Source: an optimization exercise on an open RTL-to-GDS flow (aim: small area, a short achievable clock period and few clock cycles). Production flows keep margins and buffers that such runs may drop.
The RTL was checked by simulation tests, not by an equivalence proof against the original design.
No activity file was given, so power comes from the tool's default toggle rates.

$ cat design/flow/constraint.sdc
create_clock -name core_clock -period 12.0 [get_ports {clk}]
set_input_delay 2.4000 -clock core_clock [delete_from_list [all_inputs] [get_ports {clk}]]
set_output_delay 2.4000 -clock core_clock [all_outputs]
set_load 0.01 [all_outputs]
$ cat design/flow/config.mk
export PLATFORM = sky130hd
export DESIGN_NAME = prc
export DESIGN_NICKNAME = prc
export VERILOG_FILES = /design/flow/design.v
export SDC_FILE = /design/flow/constraint.sdc
export NUM_CORES = 4
export LEC_CHECK = 0
export ABC_CLOCK_PERIOD_IN_PS = 4000
export CAP_MARGIN = 20
export CORE_MARGIN = 2
export CORE_UTILIZATION = 40
export SLEW_MARGIN = 20
$ cat design/flow/design.v
module prc_pc4 (input wire [3:0] x, output wire [2:0] n);
    assign n = {2'b0, x[0]} + {2'b0, x[1]} + {2'b0, x[2]} + {2'b0, x[3]};
endmodule
module prc_cub (
    input  wire [15:0] used,
    input  wire [7:0]  v,
    output wire [4:0]  count
);
    wire [15:0] m;
    genvar g;
    generate
        for (g = 0; g < 16; g = g + 1) begin : g_m
            assign m[g] = used[g] && ((v[7:4] != 4'd0) || (v[3:0] > g));
        end
    endgenerate
    wire [2:0] c0, c1, c2, c3;
    prc_pc4 u0 (.x(m[3:0]),   .n(c0));
    prc_pc4 u1 (.x(m[7:4]),   .n(c1));
    prc_pc4 u2 (.x(m[11:8]),  .n(c2));
    prc_pc4 u3 (.x(m[15:12]), .n(c3));
    assign count = ({2'b0, c0} + {2'b0, c1}) + ({2'b0, c2} + {2'b0, c3});
endmodule
module prc_nthu (
    input  wire [15:0] used,
    input  wire [7:0]  n,
    output wire [3:0]  pos,
    output wire        ok
);
    wire [15:0] z = ~used;
    wire [1:0] b [0:7];
    genvar g;
    generate
        for (g = 0; g < 8; g = g + 1) begin : g_b
            assign b[g] = {1'b0, z[2*g]} + {1'b0, z[2*g+1]};
        end
    endgenerate
    wire [2:0] q0 = b[0] + b[1];
    wire [2:0] q1 = b[2] + b[3];
    wire [2:0] q2 = b[4] + b[5];
    wire [2:0] q3 = b[6] + b[7];
    wire [3:0] h0 = q0 + q1;
    wire [3:0] h1 = q2 + q3;
    wire [4:0] s [0:8];
    assign s[0] = 5'd0;
    assign s[1] = {3'd0, b[0]};
    assign s[2] = {2'd0, q0};
    assign s[3] = {2'd0, q0} + {3'd0, b[2]};
    assign s[4] = {1'd0, h0};
    assign s[5] = {1'd0, h0} + {3'd0, b[4]};
    assign s[6] = {1'd0, h0} + {2'd0, q2};
    assign s[7] = {1'd0, h0} + {2'd0, q2} + {3'd0, b[6]};
    assign s[8] = {1'd0, h0} + {1'd0, h1};
    wire [4:0] nn = n[4:0];
    assign ok = (n[7:5] == 3'd0) && (nn < s[8]);
    wire [7:0] ge;
    generate
        for (g = 1; g < 8; g = g + 1) begin : g_ge
            assign ge[g] = (nn >= s[g]);
        end
    endgenerate
    assign ge[0] = 1'b1;
    reg [2:0] blk;
    integer k;
    always @(*) begin
        blk = 3'd0;
        for (k = 1; k < 8; k = k + 1)
            if (ge[k]) blk = k;
    end
    wire [4:0] sb = s[blk];
    wire       zlo = z[{blk, 1'b0}];
    assign pos = {blk, !(zlo && (nn == sb))};
endmodule
module prc_dec1 (
    input  wire [31:0] h,         
    output reg  [31:0] codes,     
    output reg  [31:0] list       
);
    reg [3:0] l [0:15];
    reg [3:0] d, c;
    integer i, k;
    always @(*) begin
        for (k = 0; k < 16; k = k + 1) l[k] = k;
        for (i = 0; i < 8; i = i + 1) begin
            d = h[4*i +: 4];
            c = 4'd0;
            for (k = 0; k < 16 - i; k = k + 1)
                c = c | (l[k] & {4{d == k}});
            codes[4*i +: 4] = c;
            for (k = 0; k < 15 - i; k = k + 1)
                l[k] = (d > k) ? l[k] : l[k+1];
        end
        for (k = 0; k < 8; k = k + 1) list[4*k +: 4] = l[k];
    end
endmodule
module prc_dec2 (
    input  wire [31:0] list_in,
    input  wire [16:0] h,         
    output reg  [31:0] codes      
);
    reg [3:0] l [0:7];
    reg [2:0] d;
    reg [3:0] c;
    integer i, k;
    always @(*) begin
        for (k = 0; k < 8; k = k + 1) l[k] = list_in[4*k +: 4];
        for (i = 8; i < 16; i = i + 1) begin
            case (i)
                8:  d = h[2:0];
                9:  d = h[5:3];
                10: d = h[8:6];
                11: d = h[11:9];
                12: d = {1'b0, h[13:12]};
                13: d = {1'b0, h[15:14]};
                14: d = {2'b0, h[16]};
                default: d = 3'd0;
            endcase
            c = 4'd0;
            for (k = 0; k < 16 - i; k = k + 1)
                c = c | (l[k] & {4{d == k}});
            codes[4*(i-8) +: 4] = c;
            for (k = 0; k < 15 - i; k = k + 1)
                l[k] = (d > k) ? l[k] : l[k+1];
        end
    end
endmodule
module prc_dec_chk (
    input  wire [48:0] h,
    output wire        err,
    output reg  [3:0]  pos
);
    wire [15:0] bad;
    assign bad[0] = 1'b0;
    genvar g;
    generate
        for (g = 1; g < 8; g = g + 1) begin : g_lo
            assign bad[g] = (h[4*g +: 4] >= 16 - g);
        end
    endgenerate
    assign bad[8]  = 1'b0;                  
    assign bad[9]  = (h[37:35] >= 3'd7);
    assign bad[10] = (h[40:38] >= 3'd6);
    assign bad[11] = (h[43:41] >= 3'd5);
    assign bad[12] = 1'b0;                  
    assign bad[13] = (h[47:46] >= 2'd3);
    assign bad[14] = (h[48] >= 1'b1) && 1'b0;  
    assign bad[15] = 1'b0;
    assign err = |bad;
    integer i;
    always @(*) begin
        pos = 4'd0;
        for (i = 15; i >= 0; i = i - 1)
            if (bad[i]) pos = i;
    end
endmodule
module prc_enc (
    input  wire [127:0] a,
    output reg  [51:0]  hash,
    output reg          ovf,
    output wire         err,
    output reg  [3:0]   pos
);
    function [5:0] f_shift(input [3:0] i);
        case (i)
            4'd0:  f_shift = 6'd0;   4'd1:  f_shift = 6'd4;
            4'd2:  f_shift = 6'd8;   4'd3:  f_shift = 6'd12;
            4'd4:  f_shift = 6'd16;  4'd5:  f_shift = 6'd20;
            4'd6:  f_shift = 6'd24;  4'd7:  f_shift = 6'd28;
            4'd8:  f_shift = 6'd32;  4'd9:  f_shift = 6'd35;
            4'd10: f_shift = 6'd38;  4'd11: f_shift = 6'd41;
            4'd12: f_shift = 6'd44;  4'd13: f_shift = 6'd46;
            4'd14: f_shift = 6'd48;  default: f_shift = 6'd49;
        endcase
    endfunction
    function [3:0] f_mask(input [3:0] i);
        if (i < 4'd8)       f_mask = 4'hF;
        else if (i < 4'd12) f_mask = 4'h7;
        else if (i < 4'd14) f_mask = 4'h3;
        else if (i < 4'd15) f_mask = 4'h1;
        else                f_mask = 4'h0;
    endfunction
    reg [15:0] u, oh, t;
    reg [15:0] bad;
    reg [3:0]  v, lo, rank;
    integer i, k;
    always @(*) begin
        u = 16'd0;
        hash = 52'd0;
        ovf = 1'b0;
        for (i = 0; i < 16; i = i + 1) begin
            v = a[8*i +: 4];
            for (k = 0; k < 16; k = k + 1) oh[k] = (v == k);
            bad[i] = (a[8*i+4 +: 4] != 4'd0) || |(u & oh);
            t[0] = u[0];
            for (k = 1; k < 16; k = k + 1) t[k] = t[k-1] & u[k];
            lo[3] = t[7];
            lo[2] = (t[3] & !t[7]) | t[11];
            lo[1] = (t[1] & !t[3]) | (t[5] & !t[7]) | (t[9] & !t[11]) | t[13];
            lo[0] = (t[0] & !t[1]) | (t[2] & !t[3]) | (t[4] & !t[5]) | (t[6] & !t[7])
                  | (t[8] & !t[9]) | (t[10] & !t[11]) | (t[12] & !t[13]) | (t[14] & !t[15]);
            rank = v - lo;
            if (i < 15) begin
                if (rank > f_mask(i)) ovf = 1'b1;
                hash = hash | ({48'd0, rank} << f_shift(i));
            end
            u = u | oh;
        end
        pos = 4'd0;
        for (i = 15; i >= 0; i = i - 1)
            if (bad[i]) pos = i;
    end
    assign err = |bad;
endmodule
module prc_pack (
    input  wire [63:0] h,
    input  wire [7:0]  v,
    input  wire [3:0]  idx,
    output reg  [63:0] hn
);
    always @(*) begin
        case (idx)
            4'd0:  hn = h | ({56'd0, v} << 0);
            4'd1:  hn = h | ({56'd0, v} << 4);
            4'd2:  hn = h | ({56'd0, v} << 8);
            4'd3:  hn = h | ({56'd0, v} << 12);
            4'd4:  hn = h | ({56'd0, v} << 16);
            4'd5:  hn = h | ({56'd0, v} << 20);
            4'd6:  hn = h | ({56'd0, v} << 24);
            4'd7:  hn = h | ({56'd0, v} << 28);
            4'd8:  hn = h | ({56'd0, v} << 32);
            4'd9:  hn = h | ({56'd0, v} << 35);
            4'd10: hn = h | ({56'd0, v} << 38);
            4'd11: hn = h | ({56'd0, v} << 41);
            4'd12: hn = h | ({56'd0, v} << 44);
            4'd13: hn = h | ({56'd0, v} << 46);
            4'd14: hn = h | ({56'd0, v} << 48);
            default: hn = h | ({56'd0, v} << 49);
        endcase
    end
endmodule
module prc (
    input  wire         clk,
    input  wire         rst,
    input  wire         req_valid,
    output wire         req_ready,
    input  wire [1:0]   req_op,
    input  wire [2:0]   req_reg,
    input  wire [127:0] req_wdata,
    output reg          rsp_valid,
    output wire [127:0] rsp_rdata
);
    reg [63:0]  hash_r;
    reg [127:0] arr_r;
    reg [15:0]  used_r;
    reg [7:0]   val_r;
    reg         st_err, st_ovf;
    reg [2:0]   st_cause;
    reg [3:0]   st_pos;
    reg         dec_pend;
    reg [31:0]  dec_list;
    reg         enc_hold;
    reg         rs_hash, rs_arr, rs_used, rs_val, rs_stat;
    assign req_ready = !enc_hold;
    wire fire = req_valid && !enc_hold;
    wire is_wr  = (req_op == 2'd1);
    wire is_cmd = (req_op == 2'd2);
    wire [3:0] cmd_op  = req_wdata[7:4];
    wire [3:0] cmd_idx = req_wdata[3:0];
    wire       idx0    = (cmd_idx == 4'd0);
    wire c_lwidth = (cmd_op == 4'h1);
    wire c_lshift = (cmd_op == 4'h2);
    wire c_lmask  = (cmd_op == 4'h3);
    wire c_unpack = (cmd_op == 4'h4);
    wire c_pack   = (cmd_op == 4'h5);
    wire c_clru   = (cmd_op == 4'h6) && idx0;
    wire c_mark   = (cmd_op == 4'h7) && idx0;
    wire c_cub    = (cmd_op == 4'h8) && idx0;
    wire c_nthu   = (cmd_op == 4'h9) && idx0;
    wire c_dec    = (cmd_op == 4'hA) && idx0;
    wire c_enc    = (cmd_op == 4'hB) && idx0;
    wire c_ill    = !(c_lwidth | c_lshift | c_lmask | c_unpack | c_pack |
                      c_clru | c_mark | c_cub | c_nthu | c_dec | c_enc);
    reg [2:0] lay_width;
    reg [3:0] lay_mask;
    reg [5:0] lay_shift;
    always @(*) begin
        case (cmd_idx)
            4'd0:  begin lay_width = 3'd4; lay_mask = 4'hF; lay_shift = 6'd0;  end
            4'd1:  begin lay_width = 3'd4; lay_mask = 4'hF; lay_shift = 6'd4;  end
            4'd2:  begin lay_width = 3'd4; lay_mask = 4'hF; lay_shift = 6'd8;  end
            4'd3:  begin lay_width = 3'd4; lay_mask = 4'hF; lay_shift = 6'd12; end
            4'd4:  begin lay_width = 3'd4; lay_mask = 4'hF; lay_shift = 6'd16; end
            4'd5:  begin lay_width = 3'd4; lay_mask = 4'hF; lay_shift = 6'd20; end
            4'd6:  begin lay_width = 3'd4; lay_mask = 4'hF; lay_shift = 6'd24; end
            4'd7:  begin lay_width = 3'd4; lay_mask = 4'hF; lay_shift = 6'd28; end
            4'd8:  begin lay_width = 3'd3; lay_mask = 4'h7; lay_shift = 6'd32; end
            4'd9:  begin lay_width = 3'd3; lay_mask = 4'h7; lay_shift = 6'd35; end
            4'd10: begin lay_width = 3'd3; lay_mask = 4'h7; lay_shift = 6'd38; end
            4'd11: begin lay_width = 3'd3; lay_mask = 4'h7; lay_shift = 6'd41; end
            4'd12: begin lay_width = 3'd2; lay_mask = 4'h3; lay_shift = 6'd44; end
            4'd13: begin lay_width = 3'd2; lay_mask = 4'h3; lay_shift = 6'd46; end
            4'd14: begin lay_width = 3'd1; lay_mask = 4'h1; lay_shift = 6'd48; end
            default: begin lay_width = 3'd0; lay_mask = 4'h0; lay_shift = 6'd49; end
        endcase
    end
    reg [3:0] unpack_f;
    always @(*) begin
        case (cmd_idx)
            4'd0:  unpack_f = hash_r[3:0];
            4'd1:  unpack_f = hash_r[7:4];
            4'd2:  unpack_f = hash_r[11:8];
            4'd3:  unpack_f = hash_r[15:12];
            4'd4:  unpack_f = hash_r[19:16];
            4'd5:  unpack_f = hash_r[23:20];
            4'd6:  unpack_f = hash_r[27:24];
            4'd7:  unpack_f = hash_r[31:28];
            4'd8:  unpack_f = {1'b0, hash_r[34:32]};
            4'd9:  unpack_f = {1'b0, hash_r[37:35]};
            4'd10: unpack_f = {1'b0, hash_r[40:38]};
            4'd11: unpack_f = {1'b0, hash_r[43:41]};
            4'd12: unpack_f = {2'b0, hash_r[45:44]};
            4'd13: unpack_f = {2'b0, hash_r[47:46]};
            4'd14: unpack_f = {3'b0, hash_r[48]};
            default: unpack_f = 4'd0;
        endcase
    end
    wire [63:0] pack_hash;
    prc_pack u_pack (.h(hash_r), .v(val_r), .idx(cmd_idx), .hn(pack_hash));
    wire pack_ovf = (val_r > {4'd0, lay_mask});
    wire [4:0] cub_count;
    prc_cub u_cub (.used(used_r), .v(val_r), .count(cub_count));
    wire [3:0] nthu_pos;
    wire       nthu_ok;
    prc_nthu u_nthu (.used(used_r), .n(val_r), .pos(nthu_pos), .ok(nthu_ok));
    wire        dec_err;
    wire [3:0]  dec_epos;
    prc_dec_chk u_dchk (.h(hash_r[48:0]), .err(dec_err), .pos(dec_epos));
    wire [31:0] dec_lo, dec_list_n, dec_hi;
    prc_dec1 u_dec1 (.h(hash_r[31:0]), .codes(dec_lo), .list(dec_list_n));
    prc_dec2 u_dec2 (.list_in(dec_list), .h(hash_r[48:32]), .codes(dec_hi));
    wire [51:0] enc_hash;
    wire        enc_ovf, enc_err;
    wire [3:0]  enc_epos;
    prc_enc u_enc (.a(arr_r), .hash(enc_hash), .ovf(enc_ovf), .err(enc_err), .pos(enc_epos));
    wire [31:0] status = {20'd0, st_pos, 1'b0, st_cause, 2'b00, st_ovf, st_err};
    assign rsp_rdata = ({128{rs_hash}} & {64'd0, hash_r})
                     | ({128{rs_arr}}  & arr_r)
                     | ({128{rs_used}} & {112'd0, used_r})
                     | ({128{rs_val}}  & {120'd0, val_r})
                     | ({128{rs_stat}} & {96'd0, status});
    wire do_cmd = fire && is_cmd;
    wire do_enc = (do_cmd && c_enc && !dec_pend) || enc_hold;
    function [63:0] spread(input [31:0] c);
        integer j;
        for (j = 0; j < 8; j = j + 1) spread[8*j +: 8] = {4'd0, c[4*j +: 4]};
    endfunction
    always @(posedge clk) begin
        dec_list <= dec_list_n;
        rs_hash <= (req_reg == 3'd0);
        rs_arr  <= (req_reg == 3'd1);
        rs_used <= (req_reg == 3'd2);
        rs_val  <= (req_reg == 3'd3);
        rs_stat <= (req_reg == 3'd4);
        if (rst) begin
            hash_r    <= 64'd0;
            arr_r     <= 128'd0;
            used_r    <= 16'd0;
            val_r     <= 8'd0;
            st_err    <= 1'b0;
            st_ovf    <= 1'b0;
            st_cause  <= 3'd0;
            st_pos    <= 4'd0;
            dec_pend  <= 1'b0;
            enc_hold  <= 1'b0;
            rsp_valid <= 1'b0;
        end else begin
            rsp_valid <= fire;
            enc_hold  <= do_cmd && c_enc && dec_pend;
            dec_pend  <= 1'b0;
            if (dec_pend)
                arr_r[127:64] <= spread(dec_hi);
            if (do_enc) begin
                if (enc_err) begin
                    st_err   <= 1'b1;
                    st_ovf   <= 1'b0;
                    st_cause <= 3'd1;
                    st_pos   <= enc_epos;
                end else begin
                    hash_r   <= {12'd0, enc_hash};
                    st_err   <= 1'b0;
                    st_ovf   <= enc_ovf;
                    st_cause <= 3'd0;
                    st_pos   <= 4'd0;
                end
            end
            if (fire && is_wr) begin
                case (req_reg)
                    3'd0: hash_r <= req_wdata[63:0];
                    3'd1: arr_r  <= req_wdata;
                    3'd2: used_r <= req_wdata[15:0];
                    3'd3: val_r  <= req_wdata[7:0];
                    default: ;
                endcase
            end
            if (do_cmd && !c_enc) begin
                st_err   <= 1'b0;
                st_ovf   <= 1'b0;
                st_cause <= 3'd0;
                st_pos   <= 4'd0;
                if (c_lwidth) val_r <= {5'd0, lay_width};
                if (c_lshift) val_r <= {2'd0, lay_shift};
                if (c_lmask)  val_r <= {4'd0, lay_mask};
                if (c_unpack) val_r <= {4'd0, unpack_f};
                if (c_pack) begin
                    hash_r <= pack_hash;
                    st_ovf <= pack_ovf;
                end
                if (c_clru) used_r <= 16'd0;
                if (c_mark) begin
                    if (val_r[7:4] != 4'd0) begin
                        st_err   <= 1'b1;
                        st_cause <= 3'd4;
                    end else begin
                        used_r <= used_r | (16'd1 << val_r[3:0]);
                    end
                end
                if (c_cub) val_r <= {3'd0, cub_count};
                if (c_nthu) begin
                    if (!nthu_ok) begin
                        st_err   <= 1'b1;
                        st_cause <= 3'd3;
                    end else begin
                        val_r <= {4'd0, nthu_pos};
                    end
                end
                if (c_dec) begin
                    if (dec_err) begin
                        st_err   <= 1'b1;
                        st_cause <= 3'd2;
                        st_pos   <= dec_epos;
                    end else begin
                        arr_r[63:0] <= spread(dec_lo);
                        dec_pend    <= 1'b1;
                    end
                end
                if (c_ill) begin
                    st_err   <= 1'b1;
                    st_cause <= 3'd5;
                end
            end
        end
    end
endmodule
$ cat design/flow/run.sh
#!/bin/bash
# synth_recipe.tcl (not shown) runs the flow's synth.tcl, then flattens the netlist and writes it again
# the make line also repeats each setting of config.mk as NAME=value (left out here)
make -C /OpenROAD-flow-scripts/flow DESIGN_CONFIG=/design/flow/config.mk WORK_HOME=/design/flow/orfs CLKGATE_MAP_FILE= SYNTH_SCRIPT=/design/flow/synth_recipe.tcl finish
==> run summary <==
worst hold slack 0.468 ns; Yosys cell types 111; setup bufs post-CTS 0; largest net degree at the start of global routing 94; final wirelength 205000 um; Flop pwr share between 30% and 40%; 1st-pass router iterations 10; Placed Area 39100 um^2; pre-CTS setup slack 4.71 ns; Synth Register Bits 265; clock period minus worst slack around 7.5 ns; Final Slew Violations 0; setup TNS 0 ns; final hold violations 0; clock share of power 43.7%; Hold Path Class flop to flop; max-cap viol count 0; Slew headroom 14.8%; final HPWL from detailed placement 159000 um; sequential area share after synthesis 15.0%; antenna violations before repair 12; Die Ht approximately 300 um; DIE WIDTH a little over 300 um; CTS tree yes; pwr dens 69.9 nW/um^2; max frequency 134 MHz; clk buf depth 3; first-pass GRT wire length approximately 290000 um; layout cell share with drive strength beyond 1 7.87%; run status no timing/DRC/antenna violations; drt initial violations 7627; Fin Clk Skew 0.0624 ns; mapped cell area 35400 um^2; core area 88100 um^2; number of placement rows 109; vias in the first global route 39900; Synth Flop Type dfxtp_1; # clock sinks 265; Worst Setup Start Kind flop; fin crit share ~62%; clock root buffer clkbuf_16; Core Util, Final 45.9%; final setup vio count 0; die area 91000 um^2; routed via count 44100; Syn Inst Count 5093; hold_buf cts 0; Critical Path RT 12.53 ns; clock-pin slew on the worst setup and hold paths 0.06 ns; Final WS setup 4.54 ns; Routed Antenna Nets 0; routed wire length per instance 32.4 um; Ys Warns 9; DP Cell Count 6257; gpl congestion 1.04; sw frac 34.7%; Via density 6.96; Logic pwr share 23.7%; critical path peak fanout 13; post-route design area 40400 um^2; Clk Latency, worst-skew pair approximately 0.63 ns; Net Sw Power 0.982 mW; most frequent cells in the layout nand2_1, nor2_1, a21oi_1, o21ai_0, clkdlybuf4s50_1; Starting Density 40.2%; Worst Max-Slew Pin Slew 1.27 ns; internal power 1.85 mW; gr usage total between 40% and 50%; number of flops mapped to enable cells by yosys 0; Total Power about 2.8 mW; CTS HTree Levels 2; most common cell after layout, fill and taps aside nand2_1; fin nets 5423; Area growth syn-to-layout 14.2%; FILL cells 9153; crit path DAT 7.99 ns; number of port buffers 265; worst vdd ir between 0.1 and 0.15 mV; Pleak 15.4 nW; non-filler cells, final 6330; Post-CTS Resized 0; Crit. End Element flop; Remaining DRCs 0; Setup CP Type flop to flop; total CTS buffers 37; grt ovf 0; FFs w/ async S/R, synth 0%; RSZ-0062 raised after global routing no; Mapped Avg Cell Area 6.96 um^2; IO Count 266
cell type report:
| type | count | area, um^2 | area share, % |
|---|---|---|---|
| Clock inverter | 19 | 277 | 0.684 |
| Tap cell | 1165 | 1460 | 3.60 |
| Multi-Input combinational cell | 4228 | 27800 | 68.7 |
| Sequential cell | 265 | 5310 | 13.1 |
| Antenna cell | 5 | 12.5 | 0.0309 |
| Timing Repair Buffer | 437 | 3940 | 9.74 |
| Inverter | 162 | 608 | 1.50 |
| Clock buffer | 49 | 1050 | 2.60 |
power groups by stage:
| stage | sequential [mW] | clock [mW] | combinational, mW |
|---|---|---|---|
| 2_1_floorplan | 0.923 | 0 | 0.390 |
| 3_3_place_gp | 0.941 | 0 | 0.642 |
| 3_5_place_dp | 0.940 | 0 | 0.639 |
| 4_1_cts | 0.921 | 1.24 | 0.643 |
| 5_1_grt | 0.924 | 1.27 | 0.709 |
| 6_report | 0.924 | 1.23 | 0.670 |
Yosys cell counts, types with 59 or more instances:
cell / count / area, um^2
nor4_1: 78 / 488
clkbuf_1: 302 / 1130
nand4_1: 66 / 413
dfxtp_1: 265 / 5310
mux2i_1: 262 / 2620
a21o_1: 59 / 443
buf_2: 84 / 420
nor2_1: 484 / 1820
nand2_1: 577 / 2170
a22oi_1: 92 / 691
ha_1: 122 / 1530
o22ai_1: 59 / 369
inv_1: 147 / 552
a31oi_1: 68 / 425
o21ai_0: 292 / 1460
and2_1: 113 / 707
nand3_1: 150 / 751
a211oi_1: 66 / 495
a21oi_1: 455 / 2280
nor3_1: 125 / 626
cell families (layout without fill, tap and decap cells):
family	after synthesis	count (layout)	share of synthesized area (%)
multiplexers	329	329	9.95
XOR/XNOR	55	55	1.36
AND/OR/NAND/NOR	2076	2076	30.6
buffers and inverters	604	667	6.89
flip-flops	265	265	15.0
adder cells (fa/ha/maj)	157	157	6.26
AO/OA/AOI/OAI	1606	1606	30.0
other	1	10	0.0106
final timing paths:
check / to / depth (start not counted) / from / slack, ns
setup / recovery: val_r[0] / 25 / used_r[0] / 4.54
hold / removal: hash_r[62] / 2 / hash_r[62] / 0.47
setup reg to reg: val_r[0] / 25 / used_r[0] / 4.54
hold reg to reg: hash_r[62] / 2 / hash_r[62] / 0.47
critical path: stages, from the launching register on:
cell      delay [ns]
dfxtp_1         0.39
inv_1           0.09
ha_1            0.36
fa_1            0.59
inv_1           0.07
fa_1            0.42
inv_1           0.07
ha_1            0.16
inv_1           0.06
fa_1            0.66
inv_1           0.15
fa_1            0.60
inv_1           0.09
fa_1            0.45
nor3_1          0.25
xor2_1          0.21
ha_1            0.28
a21oi_1         0.18
o21ai_1         0.22
a21oi_1         0.39
nand2_1         0.44
or4b_2          0.72
o21ai_0         0.10
a211oi_1        0.08
xnor2_1         0.16
a31oi_1         0.18
per-layer routing:
metal / track usage [%] / vias up / part of all wire (%) / routed length (um)
met3: 15.1 / 498 / 15 / 30300
met5: 0 / - / 0.017 / 34
met1: 60.0 / 21200 / 41 / 83900
met2: 61.0 / 3224 / 40 / 82300
met4: 15.0 / 4 / 4.1 / 8430
li1: - / 19200 / - / -
sequential cells by signal, indices dropped and copies added, names as in the netlist:
| signal | count |
|---|---|
| arr_r | 128 |
| hash_r | 64 |
| dec_list | 32 |
| used_r | 16 |
| val_r | 8 |
| st_pos | 4 |
| st_cause | 3 |
| dec_pend | 1 |
| enc_hold | 1 |
| rs_arr | 1 |
| rs_hash | 1 |
| rs_stat | 1 |
| rs_used | 1 |
| rs_val | 1 |
| rsp_valid | 1 |
| st_err | 1 |
| st_ovf | 1 |
Testbench counts, summed over its fixed seeds: cycles 13,690.

port drivers added, routing unchanged:
No port has a modelled driver above. Below, the same layout with a new extraction and two added sets of constraints. Step 1 sets driving cells, clkbuf_16 on the clock port and buf_2 on the other inputs (assumed; they add their load-dependent delay and slew). Step 2 also shifts input and output timing later by t, the mid clock arrival at the registers, as if the neighbouring blocks saw the same clock. Three values: ideal, step 1, step 2; two values: the first two.
t (ns): 0.653
slack for setup (ns): 4.545 / 4.545 / 4.545
latest minus earliest clock arrival (ns): 0.063 / 0.063
worst register clock-pin slew, ns: 0.07 / 0.07
worst slew at a driven data input, ns: 0.13
After both steps this run still meets setup and hold. For this run, drivers alone change the setup slack by 0.000 ns; drivers and shift together by 0.000 ns.
